This design comes from an exercise in tuning for small area, a short achievable clock period and few clock cycles per item on the open sky130 flow, not from production work.
At most, simulation tests tie the RTL to the original design; equivalence was not proved.

delta:
## aes256_cbc
module aes256_cbc #(
  parameter [127:0] IV0 = 128'h0102030405060708090a0b0c0d0e0f10
) (
  input  wire         clk,
  input  wire         rst,         
  input  wire         in_valid,
  output wire         in_ready,
  input  wire [1:0]   in_op,
  input  wire         in_first,
  input  wire [127:0] in_data,
  input  wire [255:0] in_key,
  output wire         out_valid,
  input  wire         out_ready,
  output wire [127:0] out_data,
  output wire [1:0]   out_err
);
For scale: about 520 I/O pins, roughly 110000 um2 of cells after synthesis.
clock: 11.0 ns
lec_check: 0
cap_margin: 30
core_margin: 2
core_utilization: 45
cts_buf_list: sky130_fd_sc_hd__clkbuf_8
place_density: 0.6
setup_slack_margin: 4.5
slew_margin: 35
synth_hierarchical: 1
synth_minimum_keep_size: 0
run.sh (not shown) runs the stock make flow with config.mk's settings and CLKGATE_MAP_FILE= SYNTH_SCRIPT=/design/flow/synth_recipe.tcl, a recipe that flattens the netlist after the stock synthesis.
Inputs modified between delta and gamma:
--- a/flow/design.v
+++ b/flow/design.v
@@ -926,27 +926,25 @@
   reg         kn_pending;     
   reg [255:0] w;              
   reg  enc, dec, kexp;        
   wire is_enc  = enc;
   wire is_dec  = dec;
   wire is_kexp = kexp;
   reg         parked;         
   wire at_end  = busy && !parked &&
                  (is_enc ? (rnd == 4'd14) : is_dec ? (rnd == 4'd0) : 1'b1);
   wire done    = at_end || (busy && parked);
   wire fin     = done && (!ovalid || out_ready);
   wire park    = at_end && !fin;
-  reg         pres_q;         
-  reg         pres_dec;       
-  assign in_ready  = !ovalid && (!busy || done) && (!kn_pending || (pres_q && !pres_dec));
+  assign in_ready  = !ovalid && (!busy || done) && !(in_op == OP_DEC && kn_pending);
   assign out_valid = ovalid;
   assign out_data  = obuf;
   assign out_err   = oerr;
   wire accept = in_valid && in_ready;
   wire [127:0] sb;
   wire [127:0] ka;
   genvar g;
   generate
     for (g = 0; g < 16; g = g + 1) begin : g_sbox
       localparam integer I = 15 - g;                        
       localparam integer J = I % 4 + 4 * ((I / 4 + I % 4) % 4);
       aes_sbox_k u_sb (.a(state[8*g +: 8]), .k(ka[127 - 8*J -: 8] & {8{dec}}), .y(sb[8*g +: 8]));
@@ -1068,44 +1066,41 @@
   always @(posedge clk) begin
     state <= st_next;
     w <= {load_w ? kstart[255:128] : rkey, w_lo};
     if (accept && in_op == OP_KEXP) k0 <= in_key;
     if (kn_pending && !is_dec && rnd == 4'd13) kn <= {f, rkey};
     if (acc_dec || park)            mask <= m_next;
   end
   always @(posedge clk) begin
     if (rst) begin
       busy   <= 1'b0;
       parked <= 1'b0;
       kn_pending <= 1'b0;
-      pres_q <= 1'b0;
       aesv   <= 1'b0;
       ovalid <= 1'b0;
       chain  <= IV0;
     end else begin
       if (fin) begin
         ovalid <= 1'b1;
         obuf   <= o_next;
         oerr   <= err;
       end else if (out_ready) begin
         ovalid <= 1'b0;
       end
       if (at_end && is_enc) chain <= qe_l;
       if (park) parked <= 1'b1;
       if (fin) begin
         busy   <= 1'b0;
         parked <= 1'b0;
       end
-      pres_q   <= in_valid && !accept;
-      pres_dec <= in_op == OP_DEC;
       rnd <= is_dec ? rnd - 4'd1 : rnd + 4'd1;
       if (kn_pending && !is_dec && rnd == 4'd13) kn_pending <= 1'b0;
       if (accept) begin
         busy <= 1'b1;
         enc  <= new_enc;
         dec  <= new_dec;
         kexp <= (in_op == OP_KEXP);
         err  <= (in_op == OP_ILL) ? E_ILLEGAL : (in_op != OP_KEXP && !aesv) ? E_NOKEY : E_NONE;
         if (in_op == OP_KEXP) begin
           aesv       <= 1'b1;
           kn_pending <= 1'b1;
           rnd        <= 4'd0;
==> comparison <==
- Relative to delta, number of buffers inserted during clock tree synthesis has decreased by 3.0% in gamma.
- Looking at cell with the biggest individual delay on the critical path, the sky130_fd_sc_hd__dfxtp_1 result is from delta; the sky130_fd_sc_hd__clkdlybuf4s50_1 one comes from gamma.
- Delta (gamma minus delta): clock sink total essentially unchanged, clock network area share held steady, non-clock buffer count decreased by 36 relative to the old numbers, violation count after the first detailed-routing iteration shows a reduction of 1031.
- Of gamma and delta, gamma shows the lower critical path data required time, with delta above it.
- What delta reported for final area has to be multiplied by 0.944 to get the figure for gamma.
- Changes observed in gamma relative to delta: critical path depth down 17, synthesized cell count lower, setup slack lower, share of flip-flops with an asynchronous set or reset after synthesis shows no meaningful change.
- Row layout inverter count without the clock tree: gamma lower / delta higher
Testbench counts of gamma, summed over its fixed seeds: cycles 11,896, items 842.
Function not checked in delta: the RTL went through the layout flow alone.

* * *

== run a ==
aes256_cbc, a different RTL version from the one above (not shown whole).
For scale: ~12000 cells after synthesis, about 1300 flip-flops, ~520 I/O pins.
Settings: LEC_CHECK=0, CAP_MARGIN=30, CORE_MARGIN=2, CORE_UTILIZATION=45, PLACE_DENSITY=0.6, SETUP_SLACK_MARGIN=5, SLEW_MARGIN=35, SYNTH_HIERARCHICAL=1, SYNTH_MINIMUM_KEEP_SIZE=0; clock period 11.0 ns.
### run a -> run b
--- a/flow/design.v
+++ b/flow/design.v
@@ -919,32 +919,19 @@
   wire         sel_f  = !load_w && !dec;
   wire [127:0] w_lo;
   generate
     for (g = 0; g < 128; g = g + 1) begin : g_wlo
       sb_ao21 u_w (.a(g >= 96 ? sel_f0 : sel_f), .b(f[g]), .c(w_lo_e[g]), .y(w_lo[g]));
     end
   endgenerate
   wire         acc_dec = accept && new_dec;
-  wire         m_qe   = (acc_dec && !in_first && chain_now) || (park && is_enc);
-  wire         m_qd   = park && is_dec;
-  wire [127:0] m_e    = (IV0 & {128{acc_dec && in_first}}) | (chain & {128{acc_dec && !in_first && !chain_now}});
-  wire [127:0] m_a, m_next;
-  wire         o_pk   = parked && (is_enc || is_dec);
-  wire         o_d    = !parked && is_dec;
-  wire         o_e    = !parked && is_enc;
-  wire [127:0] o_a, o_next;
-  generate
-    for (g = 0; g < 128; g = g + 1) begin : g_mo
-      sb_ao21 u_ma (.a(m_qe), .b(qe_l[g]), .c(m_e[g]), .y(m_a[g]));
-      sb_ao21 u_mb (.a(m_qd), .b(qd_l[g]), .c(m_a[g]), .y(m_next[g]));
-      sb_ao22 u_oa (.a(o_d), .b(qd_l[g]), .c(o_e), .d(qe_l[g]), .y(o_a[g]));
-      sb_ao21 u_ob (.a(o_pk), .b(mask[g]), .c(o_a[g]), .y(o_next[g]));
-    end
-  endgenerate
+  wire [127:0] q_l    = is_dec ? qd_l : qe_l;
+  wire [127:0] m_next = acc_dec ? (in_first ? IV0 : chain_now ? qe_l : chain) : q_l;
+  wire [127:0] o_next = !(is_enc || is_dec) ? 128'h0 : parked ? mask : q_l;
   always @(posedge clk) begin
     state <= st_next;
     w <= {load_w ? kstart[255:128] : rkey, w_lo};
     if (accept && in_op == OP_KEXP) k0 <= in_key;
     if (kn_pending && !is_dec && rnd == 4'd13) kn <= {f, rkey};
     if (acc_dec || park)            mask <= m_next;
   end
   always @(posedge clk) begin
Findings:
- Cmp run a and run b / detailed-route wire length per cell / lower: run b
- Relative to run a, multi-input combinational area share has decreased by 0.92 points in run b.
- out_ready as the launching element of the worst setup path was reported by run b, and in_op[1] by run a.
- The flow did not stop early for run b: all stages ran, and the layout cleared the timing, design-rule and antenna checks.
- Run a → run b: setup slack -0.083 ns, length of routed met3 wiring shows an increase of 3000 um, area after synthesis shrank by 2.7%.
No functional check of the RTL was part of any run of this note.

* * *

Another version of the RTL of aes256_cbc (not shown whole).
Size in the first run: roughly 13000 cells after synthesis, ~1300 flip-flops.
clock: 11.0 ns
lec_check: 0
cap_margin: 30
core_margin: 2
core_utilization: 45
place_density: 0.6
setup_slack_margin: 4.5
slew_margin: 35
synth_hierarchical: 1
synth_minimum_keep_size: 0
Next try:
--- a/flow/design.v
+++ b/flow/design.v
@@ -179,23 +179,23 @@
   wire b43; sb_xnor h43 (.a(b37), .b(b38), .y(b43));
   wire b44; sb_xor h44 (.a(b23), .b(b36), .y(b44));
   wire b45; sb_xor h45 (.a(b28), .b(b39), .y(b45));
   wire b46; sb_xor h46 (.a(b24), .b(b45), .y(b46));
   wire b47; sb_xor h47 (.a(b24), .b(b35), .y(b47));
   wire b48; sb_xnor h48 (.a(b24), .b(b40), .y(b48));
   wire b49; sb_xor h49 (.a(b29), .b(b31), .y(b49));
   wire b50; sb_xor h50 (.a(b22), .b(b29), .y(b50));
   wire b51; sb_xnor h51 (.a(M53), .b(b44), .y(b51));
   assign y = {b47, b51, b42, b50, b49, b46, b48, b43};
 endmodule
-module aes_sbox_k (input wire [7:0] a, input wire [7:0] k, output wire [7:0] y, output wire [7:0] yd);
+module aes_sbox_k (input wire [7:0] a, input wire [7:0] k, output wire [7:0] y);
   wire U0 = a[7];
   wire U1 = a[6];
   wire U2 = a[5];
   wire U3 = a[4];
   wire U4 = a[3];
   wire U5 = a[2];
   wire U6 = a[1];
   wire U7 = a[0];
   wire T1; sb_xor g0 (.a(U0), .b(U3), .y(T1));
   wire T2; sb_xor g1 (.a(U0), .b(U5), .y(T2));
   wire T3; sb_xor g2 (.a(U0), .b(U6), .y(T3));
@@ -303,31 +303,22 @@
   wire b59; sb_xor h59 (.a(k[7]), .b(b46), .y(b59));
   wire b60; sb_xor h60 (.a(k[6]), .b(b51), .y(b60));
   wire b61; sb_xnor h61 (.a(b28), .b(b60), .y(b61));
   wire b62; sb_xor h62 (.a(b52), .b(b56), .y(b62));
   wire b63; sb_xor h63 (.a(b28), .b(b58), .y(b63));
   wire b64; sb_xor h64 (.a(b28), .b(b59), .y(b64));
   wire b65; sb_xor h65 (.a(b28), .b(b57), .y(b65));
   wire b66; sb_xnor h66 (.a(b41), .b(b54), .y(b66));
   wire b67; sb_xnor h67 (.a(b43), .b(b53), .y(b67));
   wire b68; sb_xnor h68 (.a(k[5]), .b(b55), .y(b68));
   assign y = {b64, b61, b68, b63, b65, b62, b66, b67};
-  wire d64; sb_xor hd64 (.a(b28), .b(b59), .y(d64));
-  wire d61; sb_xnor hd61 (.a(b28), .b(b60), .y(d61));
-  wire d68; sb_xnor hd68 (.a(k[5]), .b(b55), .y(d68));
-  wire d63; sb_xor hd63 (.a(b28), .b(b58), .y(d63));
-  wire d65; sb_xor hd65 (.a(b28), .b(b57), .y(d65));
-  wire d62; sb_xor hd62 (.a(b52), .b(b56), .y(d62));
-  wire d66; sb_xnor hd66 (.a(b41), .b(b54), .y(d66));
-  wire d67; sb_xnor hd67 (.a(b43), .b(b53), .y(d67));
-  assign yd = {d64, d61, d68, d63, d65, d62, d66, d67};
 endmodule
 module aes_dec_mix (input wire [31:0] x, output wire [31:0] y);
   wire t32; sb_xor g32 (.a(x[11]), .b(x[26]), .y(t32));
   wire t33; sb_xor g33 (.a(x[10]), .b(x[27]), .y(t33));
   wire t34; sb_xor g34 (.a(x[2]), .b(x[19]), .y(t34));
   wire t35; sb_xor g35 (.a(x[3]), .b(x[18]), .y(t35));
   wire t36; sb_xor g36 (.a(x[29]), .b(x[31]), .y(t36));
   wire t37; sb_xor g37 (.a(x[28]), .b(x[30]), .y(t37));
   wire t38; sb_xor g38 (.a(x[4]), .b(x[6]), .y(t38));
   wire t39; sb_xor g39 (.a(x[13]), .b(x[15]), .y(t39));
   wire t40; sb_xor g40 (.a(x[21]), .b(x[23]), .y(t40));
@@ -817,40 +808,39 @@
     integer i;
     begin
       for (i = 0; i < 16; i = i + 1) alin_all[8*i +: 8] = alin(v[8*i +: 8]);
     end
   endfunction
   function automatic [127:0] ainv_all(input [127:0] v);
     integer i;
     begin
       for (i = 0; i < 16; i = i + 1) ainv_all[8*i +: 8] = ainv(v[8*i +: 8]);
     end
   endfunction
-  wire [127:0] sb, sbd;                                   
+  wire [127:0] sb;
   wire [127:0] ka;
   genvar g;
   generate
     for (g = 0; g < 16; g = g + 1) begin : g_sbox
       localparam integer I = 15 - g;                        
       localparam integer J = I % 4 + 4 * ((I / 4 + I % 4) % 4);
-      aes_sbox_k u_sb (.a(state[8*g +: 8]), .k(ka[127 - 8*J -: 8] & {8{dec}}), .y(sb[8*g +: 8]),
-                       .yd(sbd[8*g +: 8]));
+      aes_sbox_k u_sb (.a(state[8*g +: 8]), .k(ka[127 - 8*J -: 8] & {8{dec}}), .y(sb[8*g +: 8]));
     end
   endgenerate
   reg [127:0] sr, isr;
   integer r, c;
   always @(*) begin
     for (r = 0; r < 4; r = r + 1)
       for (c = 0; c < 4; c = c + 1) begin
         sr[127 - 8*(r + 4*c) -: 8]  = sb[127 - 8*(r + 4*((c + r) % 4)) -: 8];
-        isr[127 - 8*(r + 4*c) -: 8] = sbd[127 - 8*(r + 4*((c + 4 - r) % 4)) -: 8];
+        isr[127 - 8*(r + 4*c) -: 8] = sb[127 - 8*(r + 4*((c + 4 - r) % 4)) -: 8];
       end
   end
   wire [127:0] wa   = w[255:128];
   wire [127:0] rkey = w[127:0];       
   wire [127:0] q_enc;
   generate
     for (g = 0; g < 4; g = g + 1) begin : g_emix
       aes_enc_mix u_em (.x(sr[32*g +: 32]), .k(rkey[32*g +: 32]), .y(q_enc[32*g +: 32]));
     end
   endgenerate
   assign ka = alin_all(rkey);
What happened:
- The new run completed without violations
- final area came out lower by 2.1%
- synthesized area drops by 1.8%
- hold slack is about the same
- routed wire length shrinks by 4.6%
Testbench counts after the change, summed over its fixed seeds: cycles 11,896, items 842.
The RTL of the first run of this note was laid out without a check of its function.

* * *

job 105:
RTL: one of the versions met above, not the one the previous note started from.
Size: about 11000 cells after synthesis, about 1300 flip-flops, about 520 I/O pins, about 110000 µm² of cells after synthesis.
clock: 11.0 ns
lec_check: 0
cap_margin: 30
core_margin: 2
core_utilization: 45
cts_buf_list: sky130_fd_sc_hd__clkbuf_8
place_density: 0.6
setup_slack_margin: 4.75
slew_margin: 35
synth_hierarchical: 1
synth_minimum_keep_size: 0
Job 105: PASS, flow complete, no timing, DRC or antenna violations
Testbench counts of job 105, summed over its fixed seeds: cycles 11,896, items 842.
For job 102, these inputs were changed with respect to job 105:
diff --git a/flow/design.v b/flow/design.v
--- a/flow/design.v
+++ b/flow/design.v
@@ -929,19 +929,21 @@
   wire is_enc  = enc;
   wire is_dec  = dec;
   wire is_kexp = kexp;
   reg         parked;         
   wire at_end  = busy && !parked &&
                  (is_enc ? (rnd == 4'd14) : is_dec ? (rnd == 4'd0) : 1'b1);
   wire done    = at_end || (busy && parked);
   wire fin     = done && (!ovalid || out_ready);
   wire park    = at_end && !fin;
-  assign in_ready  = !ovalid && (!busy || done) && !(in_op == OP_DEC && kn_pending);
+  reg         pres_q;         
+  reg         pres_dec;       
+  assign in_ready  = !ovalid && (!busy || done) && (!kn_pending || (pres_q && !pres_dec));
   assign out_valid = ovalid;
   assign out_data  = obuf;
   assign out_err   = oerr;
   wire accept = in_valid && in_ready;
   wire [127:0] sb;
   wire [127:0] ka;
   genvar g;
   generate
     for (g = 0; g < 16; g = g + 1) begin : g_sbox
@@ -1069,35 +1071,38 @@
     if (accept && in_op == OP_KEXP) k0 <= in_key;
     if (kn_pending && !is_dec && rnd == 4'd13) kn <= {f, rkey};
     if (acc_dec || park)            mask <= m_next;
   end
   always @(posedge clk) begin
     if (rst) begin
       busy   <= 1'b0;
       parked <= 1'b0;
       kn_pending <= 1'b0;
+      pres_q <= 1'b0;
       aesv   <= 1'b0;
       ovalid <= 1'b0;
       chain  <= IV0;
     end else begin
       if (fin) begin
         ovalid <= 1'b1;
         obuf   <= o_next;
         oerr   <= err;
       end else if (out_ready) begin
         ovalid <= 1'b0;
       end
       if (at_end && is_enc) chain <= qe_l;
       if (park) parked <= 1'b1;
       if (fin) begin
         busy   <= 1'b0;
         parked <= 1'b0;
       end
+      pres_q   <= in_valid && !accept;
+      pres_dec <= in_op == OP_DEC;
       rnd <= is_dec ? rnd - 4'd1 : rnd + 4'd1;
       if (kn_pending && !is_dec && rnd == 4'd13) kn_pending <= 1'b0;
       if (accept) begin
         busy <= 1'b1;
         enc  <= new_enc;
         dec  <= new_dec;
         kexp <= (in_op == OP_KEXP);
         err  <= (in_op == OP_ILL) ? E_ILLEGAL : (in_op != OP_KEXP && !aesv) ? E_NOKEY : E_NONE;
         if (in_op == OP_KEXP) begin
--- outcome ---
- Diff job 105 -> job 102 | number of vias per cell | increase of 2.1%
- | horizontal die dimension | higher: job 102 |
- Run comparison: job 102 worst-path cell with the longest stage delay sky130_fd_sc_hd__dfxtp_4; job 105 worst-path cell with the longest stage delay sky130_fd_sc_hd__clkdlybuf4s50_1
- Job 102 does worse than job 105 on synthesized area.
- The final reports for job 102 and job 105 show length of routed met2 wiring higher in the former.
- Critical path depth: job 105 and job 102 compared, higher one is job 105
- Job 102 against job 105: final core area utilization now sits at about the same level, synthesized-area fraction occupied by adder cells essentially unchanged.
- Worst path arrival time was lower in the run labelled job 105.
- Compared with job 105, in job 102 post-layout instance area increased by 7900 µm² relative to the old numbers, highest attainable clock frequency fell by 0.40%.
No functional check of the RTL was part of job 102.

## port drivers added, routing unchanged
How much do the figures lean on ideal ports? The routed layouts below were timed once more, with nothing changed but the port constraints.
Step 1 sets driving cells, clkbuf_16 on the clock port and buf_2 on the other inputs (assumed; they add their load-dependent delay and slew).
Step 2 moves the port delays by t, midway between the first and last clock arrival at a register: inputs arrive t later, outputs are due t later. That takes back most of the time a late clock gives input paths.
Three values: ideal ports, drivers, drivers and shift; two values: the first two.
run	shift t [ns]	setup WS [ns]	worst setup path after step 2	latest minus earliest clock arrival (ns)	worst slew at a driven data input, ns
delta	1.154	4.580 / 4.580 / 3.863	input to register	0.123 / 0.124	0.27
gamma	1.146	4.525 / 4.418 / 3.477	input to register	0.135 / 0.135	0.16
run a	0.949	4.966 / 4.927 / 3.978	input to register	0.092 / 0.092	0.25
run b	0.953	4.883 / 4.859 / 3.972	input to register	0.067 / 0.067	0.26
the first run of note 3	0.958	4.587 / 4.406 / 3.641	input to register	0.075 / 0.076	0.25
the second run of note 3	0.955	4.645 / 4.573 / 3.646	input to register	0.082 / 0.082	0.28
job 105	1.179	4.795 / 4.661 / 3.726	input to register	0.080 / 0.079	0.17
job 102	1.156	4.771 / 4.678 / 3.713	input to register	0.096 / 0.096	0.24
After both steps setup and hold are still met in every run listed. The setup slack of job 105, which loses most, moves by -0.134 ns with the drivers and by -1.069 ns with both steps.
